Context: an optimization exercise on an open-source flow, tuned for small area. The choices shown serve that exercise and are no tape-out recipe. The RTL was checked by simulation tests, not by an equivalence proof against the original design. No activity file was given, so power comes from the tool's default toggle rates.

==> flow/design.v <==
module nb_engine (
    input  wire         clk,
    input  wire         rst,
    input  wire         cmd_valid,
    output wire         cmd_ready,
    input  wire [127:0] cmd_desc,
    output wire         busy,
    input  wire         src_valid,
    output wire         src_ready,
    input  wire [31:0]  src_data,
    output wire         dst_valid,
    output wire [31:0]  dst_data,
    input  wire [15:0]  cfg_wait_bound,
    input  wire         cfg_rfin_clk_low,
    output wire         bus_clk,
    output wire         bus_nrd,
    output wire         bus_start,
    output wire         bus_doe,
    output wire [7:0]   bus_dout,
    input  wire [7:0]   bus_din,
    input  wire         bus_nwait,
    output wire         irq_inhibit,
    input  wire [15:0]  owm_in,
    output wire         owm_we,
    output wire [15:0]  owm_wdata,
    output wire [1:0]   status_code,
    output wire [1:0]   status_where,
    output wire [31:0]  status_index,
    output wire [39:0]  status_addr
);
    localparam [15:0] M_BUS = 16'h01FF;
    localparam [7:0] OPC_POKE = 8'h01;
    localparam [7:0] OPC_PEEK = 8'h02;
    localparam [5:0]
        S_IDLE   = 6'd0,
        S_END    = 6'd1,
        S_NRD    = 6'd2,
        S_START  = 6'd3,
        S_DIR    = 6'd4,
        S_AWAIT  = 6'd5,
        S_CE1    = 6'd6,
        S_CE2    = 6'd7,
        S_CE3    = 6'd8,
        S_CX1    = 6'd9,
        S_CX2    = 6'd10,
        S_WWAIT  = 6'd11,
        S_R_DIR  = 6'd12,
        S_R_NRD  = 6'd13,
        S_F_CLK  = 6'd14,
        S_F_NRD  = 6'd15,
        S_F_DIR  = 6'd16,
        S_FWAIT  = 6'd17,
        S_BEAT0  = 6'd32,
        S_RBEAT0 = 6'd34;
    reg [5:0]  seq;
    reg        ph_a;           
    reg        op_peek;
    reg [39:0] a;              
    reg [31:0] rn;             
    reg [31:0] i;              
    reg        step_r;         
    reg [31:0] w;              
    reg [15:0] cn;             
    reg        clk_r, nrd_r, start_r, doe_r;
    reg [7:0]  dout_r;
    reg        st_tmo, st_con;
    reg [1:0]  st_wh;
    reg [31:0] st_index;
    reg [39:0] st_addr;
    wire [7:0]  d_opc  = cmd_desc[127:120];
    wire [23:0] d_rsv  = cmd_desc[119:96];
    wire [31:0] d_n    = cmd_desc[95:64];
    wire [39:0] d_addr = cmd_desc[39:0];
    wire        d_ok   = (d_rsv == 24'd0) && (d_opc == OPC_POKE || d_opc == OPC_PEEK);
    wire c_up;
    wire [40:0] a_cy;
    wire [32:0] i_cy;
    wire [32:0] r_cy;
    wire [16:0] c_cy;
    assign a_cy[0] = step_r;
    assign i_cy[0] = step_r;
    assign r_cy[0] = step_r;
    assign c_cy[0] = c_up;
    genvar g;
    generate
        for (g = 0; g < 40; g = g + 1) begin : g_a
            if (g == 19) begin : g_la
                assign a_cy[g+1] = a_cy[0] & (&a[19:0]);
            end else begin : g_rp
                assign a_cy[g+1] = a_cy[g] & a[g];
            end
        end
        for (g = 0; g < 32; g = g + 1) begin : g_i
            assign i_cy[g+1] = i_cy[g] & i[g];
            assign r_cy[g+1] = r_cy[g] & rn[g];
        end
        for (g = 0; g < 16; g = g + 1) begin : g_c
            assign c_cy[g+1] = c_cy[g] & cn[g];
        end
    endgenerate
    wire [39:0] a_inc  = a ^ a_cy[39:0];
    wire [31:0] i_inc  = i ^ i_cy[31:0];
    wire [31:0] rn_inc = rn ^ r_cy[31:0];
    wire [15:0] c_inc  = cn ^ c_cy[15:0];
    wire        rn_hi  = &rn[31:1];
    wire        last   = rn_hi & !rn[0];    
    wire        fin    = rn_hi & rn[0];     
    wire        pg_end = (a[7:0] == 8'hFF);
    wire timeout = (cfg_wait_bound != 16'd0) && (cn == 16'hFFFE);
    wire [5:0] rfin_first = cfg_rfin_clk_low ? S_F_CLK : S_F_NRD;
    wire       s_beat = seq[5];
    wire [2:0] beat   = seq[4:2];
    wire s_drv  = s_beat && (seq[1:0] == 2'd0);
    wire s_smp  = s_beat && (seq[1:0] == 2'd3);
    wire s_d0   = (seq == S_BEAT0);
    wire rd     = !ph_a && op_peek;
    wire idle  = (seq == S_IDLE);
    wire s_end = (seq == S_END) || ((seq == S_NRD) && ph_a && !op_peek && fin);
    wire s_cx2 = (seq == S_CX2);
    wire in_cs = (s_beat && !rd) || (seq == S_CE2) || (seq == S_CE3) || (seq == S_CX1) || s_cx2;
    wire s_wait = (seq == S_AWAIT) || (seq == S_WWAIT) || (seq == S_FWAIT);
    wire w_ld   = (seq == S_NRD) && !ph_a && src_valid;
    wire w_sh   = (s_drv && !ph_a) || s_smp;
    wire w_hold = !w_ld && !w_sh;
    wire o_drv  = s_drv && !rst;
    wire o_a0   = o_drv && ph_a && (beat == 3'd0);
    wire o_a1   = o_drv && ph_a && (beat == 3'd1);
    wire o_a2   = o_drv && ph_a && (beat == 3'd2);
    wire o_a3   = o_drv && ph_a && (beat == 3'd3);
    wire o_a4   = o_drv && ph_a && beat[2];
    wire o_w    = o_drv && !ph_a;
    wire o_hold = !s_drv && !rst;
    wire smp_last = s_smp && (beat[1:0] == 2'd3);
    wire w_go     = (seq == S_WWAIT) && bus_nwait;
    wire step     = smp_last || w_go;
    wire beat_end = ph_a ? beat[2] : (beat[1:0] == 2'd3);
    wire tmo_ev = s_wait && !bus_nwait && timeout;
    wire i_clr  = rst || idle || s_end;
    wire [31:0] i_d = i_clr ? 32'd0 : i_inc;
    wire st_we  = rst || tmo_ev || s_end || (idle && cmd_valid && !d_ok);
    assign c_up = s_wait;
    wire c_ld   = (seq == S_CE2);
    wire c_keep = c_up || (seq == S_CE3) || s_beat || (seq == S_CX1);
    assign cmd_ready    = idle;
    assign busy         = !idle;
    assign src_ready    = (seq == S_NRD) && !ph_a;
    assign dst_valid    = step_r && op_peek;
    assign dst_data     = w;
    assign bus_clk      = clk_r;
    assign bus_nrd      = nrd_r;
    assign bus_start    = start_r;
    assign bus_doe      = doe_r;
    assign bus_dout     = dout_r;
    assign irq_inhibit  = in_cs;
    assign owm_we       = s_d0 || s_cx2;
    assign owm_wdata    = s_cx2 ? ~cn : M_BUS;
    assign status_code  = {st_con, st_tmo};
    assign status_where = {st_con | (st_tmo & st_wh[1]), st_con | (st_tmo & st_wh[0])};
    assign status_index = st_index;
    assign status_addr  = st_addr & {40{st_tmo}};
    always @(posedge clk) begin
        step_r <= step && !rst;
        a  <= idle ? d_addr : a_inc;
        rn <= idle ? ~d_n : rn_inc;
        i  <= i_d;
        if (idle)
            op_peek <= (d_opc == OPC_PEEK);
        cn <= c_ld ? ~owm_in : (c_keep ? c_inc : ~cfg_wait_bound);
        w <= ({32{w_ld}} & src_data) | ({32{w_sh}} & {bus_din, w[31:8]}) | ({32{w_hold}} & w);
        dout_r <= ({8{o_a0}} & a[7:0])   | ({8{o_a1}} & a[15:8]) | ({8{o_a2}} & a[23:16]) |
                  ({8{o_a3}} & a[31:24]) | ({8{o_a4}} & a[39:32]) | ({8{o_w}} & w[7:0]) |
                  ({8{o_hold}} & dout_r);
        if (st_we)
            st_index <= i_d;
        if (tmo_ev)
            st_addr  <= a;
    end
    always @(posedge clk) begin
        if (rst) begin
            seq         <= S_IDLE;
            clk_r       <= 1'b0;
            nrd_r       <= 1'b1;
            start_r     <= 1'b0;
            doe_r       <= 1'b1;
            st_tmo      <= 1'b0;
            st_con      <= 1'b0;
            st_wh       <= 2'd0;
        end else begin
            if (tmo_ev) begin
                st_tmo <= 1'b1;
                st_con <= 1'b0;
                st_wh  <= (seq == S_AWAIT) ? 2'd0 : (seq == S_WWAIT) ? 2'd1 : 2'd2;
                seq    <= S_IDLE;
            end else if (s_beat) begin
                case (seq[1:0])
                    2'd0: begin
                        if (ph_a)
                            start_r <= (beat == 3'd0);
                        seq[1:0] <= 2'd1;
                    end
                    2'd1: begin
                        clk_r    <= 1'b1;
                        seq[1:0] <= rd ? 2'd3 : 2'd2;
                    end
                    2'd2: begin
                        clk_r <= 1'b0;
                        if (rd)
                            seq[1:0] <= 2'd1;
                        else if (beat_end)
                            seq <= S_CX1;
                        else
                            seq <= {1'b1, beat + 3'd1, 2'd0};
                    end
                    default: begin
                        if (beat[1:0] != 2'd3)
                            seq <= {1'b1, beat + 3'd1, 2'd2};
                        else
                            seq <= (!last && !pg_end) ? S_R_DIR : rfin_first;
                    end
                endcase
            end else begin
                case (seq)
                    S_IDLE: begin
                        ph_a <= 1'b1;
                        if (cmd_valid) begin
                            if (d_ok) begin
                                seq <= S_NRD;
                            end else begin
                                st_tmo <= 1'b0;
                                st_con <= 1'b1;
                            end
                        end
                    end
                    S_END: begin
                        st_tmo <= 1'b0;
                        st_con <= 1'b0;
                        seq    <= S_IDLE;
                    end
                    S_NRD: begin
                        if (s_end) begin
                            st_tmo <= 1'b0;
                            st_con <= 1'b0;
                            seq    <= S_IDLE;
                        end else if (ph_a || src_valid)
                            seq <= S_START;
                    end
                    S_START: begin if (ph_a) start_r <= 1'b1; seq <= S_DIR; end
                    S_DIR:   seq <= ph_a ? S_AWAIT : S_CE1;
                    S_AWAIT: if (bus_nwait) seq <= S_CE1;
                    S_CE1:   seq <= S_CE2;
                    S_CE2:   seq <= S_CE3;
                    S_CE3:   seq <= S_BEAT0;
                    S_CX1:   seq <= S_CX2;
                    S_CX2: begin
                        if (ph_a) begin
                            if (!op_peek) begin
                                ph_a <= 1'b0;
                                seq  <= S_NRD;
                            end else begin
                                ph_a <= 1'b0;
                                seq  <= fin ? rfin_first : S_R_DIR;
                            end
                        end else
                            seq <= S_WWAIT;
                    end
                    S_WWAIT: begin
                        if (bus_nwait) begin
                            if (last)
                                seq <= S_END;
                            else begin
                                ph_a <= pg_end;
                                seq  <= S_NRD;
                            end
                        end
                    end
                    S_R_DIR: begin doe_r <= 1'b0; seq <= S_R_NRD; end
                    S_R_NRD: begin nrd_r <= 1'b0; seq <= S_RBEAT0; end
                    S_F_CLK: begin clk_r <= 1'b0; seq <= S_F_NRD; end
                    S_F_NRD: begin nrd_r <= 1'b1; seq <= S_F_DIR; end
                    S_F_DIR: begin doe_r <= 1'b1; seq <= S_FWAIT; end
                    S_FWAIT: begin
                        if (bus_nwait) begin
                            ph_a <= 1'b1;
                            seq  <= fin ? S_END : S_NRD;
                        end
                    end
                    default: seq <= S_IDLE;
                endcase
            end
        end
    end
endmodule
Settings: LEC_CHECK=0, CAP_MARGIN=20, CORE_MARGIN=2, CORE_UTILIZATION=65, SLEW_MARGIN=20; clock period 8.0 ns.
standard.sh (not shown) runs the stock make flow with config.mk's settings and CLKGATE_MAP_FILE= SYNTH_SCRIPT=/design/flow/synth_recipe.tcl, a recipe that flattens the netlist after the stock synthesis.
==> flow/flow/run.sh <==
#!/bin/bash
# Standard layout, with the port buffers made from the smallest buffer cell,
# the synthesis buffers removed before placement, and a clock tree of
# clkbuf_8 leaf clusters without dummy loads.
set -euo pipefail
export BUFFER_PORTS_ARGS="-buffer_cell sky130_fd_sc_hd__buf_1"
export REMOVE_ABC_BUFFERS=1
export CTS_ARGS="-sink_clustering_enable -repair_clock_nets -dont_use_dummy_load -sink_clustering_size 16 -sink_clustering_max_diameter 60 -buf_list sky130_fd_sc_hd__clkbuf_8"
bash standard.sh > standard.log 2>&1
Edit:
--- a/flow/design.v
+++ b/flow/design.v
@@ -34,21 +34,21 @@
     localparam [5:0]
         S_IDLE   = 6'd0,
-        S_END    = 6'd1,
-        S_NRD    = 6'd2,
-        S_START  = 6'd3,
-        S_DIR    = 6'd4,
-        S_AWAIT  = 6'd5,
-        S_CE1    = 6'd6,
+        S_END    = 6'd21,
+        S_NRD    = 6'd9,
+        S_START  = 6'd22,
+        S_DIR    = 6'd8,
+        S_AWAIT  = 6'd10,
+        S_CE1    = 6'd2,
         S_CE2    = 6'd7,
-        S_CE3    = 6'd8,
-        S_CX1    = 6'd9,
-        S_CX2    = 6'd10,
-        S_WWAIT  = 6'd11,
-        S_R_DIR  = 6'd12,
-        S_R_NRD  = 6'd13,
-        S_F_CLK  = 6'd14,
-        S_F_NRD  = 6'd15,
-        S_F_DIR  = 6'd16,
-        S_FWAIT  = 6'd17,
+        S_CE3    = 6'd16,
+        S_CX1    = 6'd26,
+        S_CX2    = 6'd27,
+        S_WWAIT  = 6'd19,
+        S_R_DIR  = 6'd28,
+        S_R_NRD  = 6'd11,
+        S_F_CLK  = 6'd1,
+        S_F_NRD  = 6'd4,
+        S_F_DIR  = 6'd29,
+        S_FWAIT  = 6'd3,
         S_BEAT0  = 6'd32,
         S_RBEAT0 = 6'd34;
@@ -136,7 +136,6 @@
     wire beat_end = ph_a ? beat[2] : (beat[1:0] == 2'd3);
     wire tmo_ev = s_wait && !bus_nwait && timeout;
-    wire i_clr  = rst || idle || s_end;
-    wire [31:0] i_d = i_clr ? 32'd0 : i_inc;
     wire st_we  = rst || tmo_ev || s_end || (idle && cmd_valid && !d_ok);
+    wire tmo_st = tmo_ev && !rst;          
     assign c_up = s_wait;
     wire c_ld   = (seq == S_CE2);
@@ -158,10 +157,10 @@
     assign status_where = {st_con | (st_tmo & st_wh[1]), st_con | (st_tmo & st_wh[0])};
     assign status_index = st_index;
-    assign status_addr  = st_addr & {40{st_tmo}};
+    assign status_addr  = st_addr;
     always @(posedge clk) begin
         step_r <= step && !rst;
         a  <= idle ? d_addr : a_inc;
         rn <= idle ? ~d_n : rn_inc;
-        i  <= i_d;
+        i  <= idle ? 32'd0 : i_inc;
         if (idle)
             op_peek <= (d_opc == OPC_PEEK);
@@ -171,8 +170,6 @@
                   ({8{o_a3}} & a[31:24]) | ({8{o_a4}} & a[39:32]) | ({8{o_w}} & w[7:0]) |
                   ({8{o_hold}} & dout_r);
-        if (st_we)
-            st_index <= i_d;
-        if (tmo_ev)
-            st_addr  <= a;
+        st_index <= ({32{tmo_st}} & i) | ({32{!st_we}} & st_index);
+        st_addr  <= ({40{tmo_st}} & a) | ({40{!st_we}} & st_addr);
     end
     always @(posedge clk) begin
@@ -190,5 +187,5 @@
                 st_tmo <= 1'b1;
                 st_con <= 1'b0;
-                st_wh  <= (seq == S_AWAIT) ? 2'd0 : (seq == S_WWAIT) ? 2'd1 : 2'd2;
+                st_wh  <= {!ph_a && op_peek, !ph_a && !op_peek};
                 seq    <= S_IDLE;
             end else if (s_beat) begin
Outcome:
- The changed run passed the timing, design-rule and antenna checks
- core utilization barely changes
- worst setup slack improved by 0.0032 ns
- clock-buffer cell count stays the same
- register-to-register slack hardly moves
- routed wire length fell by 1.3%
- area after synthesis shrinks by 3.9%
- design area went down by 4.1%
- sequential share of layout area goes down by 3.9 points
- maximum frequency hardly moves
- critical path depth increases by 1
- clock skew climbs by 0.0082 ns
- total power drops by 11%

Another version of the RTL of nb_engine (not shown whole).
Size: roughly 1200 cells after synthesis, about 11000 sq um of cells after synthesis.
Settings: LEC_CHECK=0, CAP_MARGIN=20, CORE_MARGIN=2, CORE_UTILIZATION=65, SLEW_MARGIN=20; clock period 8.0 ns.
Scripts as last shown in full above: flow/flow/run.sh
Next try:
--- a/flow/design.v
+++ b/flow/design.v
@@ -128,22 +128,23 @@
     wire o_a2   = o_drv && ph_a && (beat == 3'd2);
     wire o_a3   = o_drv && ph_a && (beat == 3'd3);
     wire o_a4   = o_drv && ph_a && beat[2];
     wire o_w    = o_drv && !ph_a;
     wire o_hold = !s_drv && !rst;
     wire smp_last = s_smp && (beat[1:0] == 2'd3);
     wire w_go     = (seq == S_WWAIT) && bus_nwait;
     wire step     = smp_last || w_go;
     wire beat_end = ph_a ? beat[2] : (beat[1:0] == 2'd3);
     wire tmo_ev = s_wait && !bus_nwait && timeout;
+    wire i_clr  = rst || idle || s_end;
+    wire [31:0] i_d = i_clr ? 32'd0 : i_inc;
     wire st_we  = rst || tmo_ev || s_end || (idle && cmd_valid && !d_ok);
-    wire tmo_st = tmo_ev && !rst;          
     assign c_up = s_wait;
     wire c_ld   = (seq == S_CE2);
     wire c_keep = c_up || (seq == S_CE3) || s_beat || (seq == S_CX1);
     assign cmd_ready    = idle;
     assign busy         = !idle;
     assign src_ready    = (seq == S_NRD) && !ph_a;
     assign dst_valid    = step_r && op_peek;
     assign dst_data     = w;
     assign bus_clk      = clk_r;
     assign bus_nrd      = nrd_r;
@@ -154,30 +155,30 @@
     assign owm_we       = s_d0 || s_cx2;
     assign owm_wdata    = s_cx2 ? ~cn : M_BUS;
     assign status_code  = {st_con, st_tmo};
     assign status_where = {st_con | (st_tmo & st_wh[1]), st_con | (st_tmo & st_wh[0])};
     assign status_index = st_index;
     assign status_addr  = st_addr;
     always @(posedge clk) begin
         step_r <= step && !rst;
         a  <= idle ? d_addr : a_inc;
         rn <= idle ? ~d_n : rn_inc;
-        i  <= idle ? 32'd0 : i_inc;
+        i  <= i_d;
         if (idle)
             op_peek <= (d_opc == OPC_PEEK);
         cn <= c_ld ? ~owm_in : (c_keep ? c_inc : ~cfg_wait_bound);
         w <= ({32{w_ld}} & src_data) | ({32{w_sh}} & {bus_din, w[31:8]}) | ({32{w_hold}} & w);
         dout_r <= ({8{o_a0}} & a[7:0])   | ({8{o_a1}} & a[15:8]) | ({8{o_a2}} & a[23:16]) |
                   ({8{o_a3}} & a[31:24]) | ({8{o_a4}} & a[39:32]) | ({8{o_w}} & w[7:0]) |
                   ({8{o_hold}} & dout_r);
-        st_index <= ({32{tmo_st}} & i) | ({32{!st_we}} & st_index);
-        st_addr  <= ({40{tmo_st}} & a) | ({40{!st_we}} & st_addr);
+        st_index <= ({32{tmo_ev}} & i) | ({32{!st_we}} & st_index);
+        st_addr  <= ({40{tmo_ev}} & a) | ({40{!st_we}} & st_addr);
     end
     always @(posedge clk) begin
         if (rst) begin
             seq         <= S_IDLE;
             clk_r       <= 1'b0;
             nrd_r       <= 1'b1;
             start_r     <= 1'b0;
             doe_r       <= 1'b1;
             st_tmo      <= 1'b0;
             st_con      <= 1'b0;
After rerunning: Via count climbs by 1.0%; clock-buffer cell count stays the same; global-route usage goes down by 0.80 points; setup slack improves by 0.033 ns; area after synthesis hardly moves; combinational power goes down by about 9%; worst hold slack barely changes.

re-timing with driven ports:
The results above use ideal ports. As a check the final layouts listed here were re-extracted and re-timed, cells and wires unchanged. Step 1, drivers: a clkbuf_16 drives clk and a buf_2 each remaining input, both assumed. Step 2 also shifts input and output timing later by t, the mid clock arrival at the registers, as if the neighbouring blocks saw the same clock. a / b / c = ideal ports / drivers / drivers and shift; a / b = the first two.
run | t, ns | setup slack, ns | hold WS [ns] | clock arrival spread, ns | worst register clock-pin slew, ns
the first run of note 1 | 0.559 | 1.354 / 1.354 / 1.354 | 0.467 / 0.467 / 0.467 | 0.023 / 0.023 | 0.10 / 0.10
the second run of note 1 | 0.546 | 1.358 / 1.358 / 1.358 | 0.463 / 0.463 / 0.463 | 0.031 / 0.031 | 0.10 / 0.10
the first run of note 2 | 0.555 | 1.498 / 1.498 / 1.498 | 0.460 / 0.460 / 0.460 | 0.062 / 0.062 | 0.10 / 0.10
the second run of note 2 | 0.558 | 1.532 / 1.532 / 1.532 | 0.461 / 0.461 / 0.461 | 0.083 / 0.083 | 0.11 / 0.11
After both steps setup and hold are still met in every run listed.
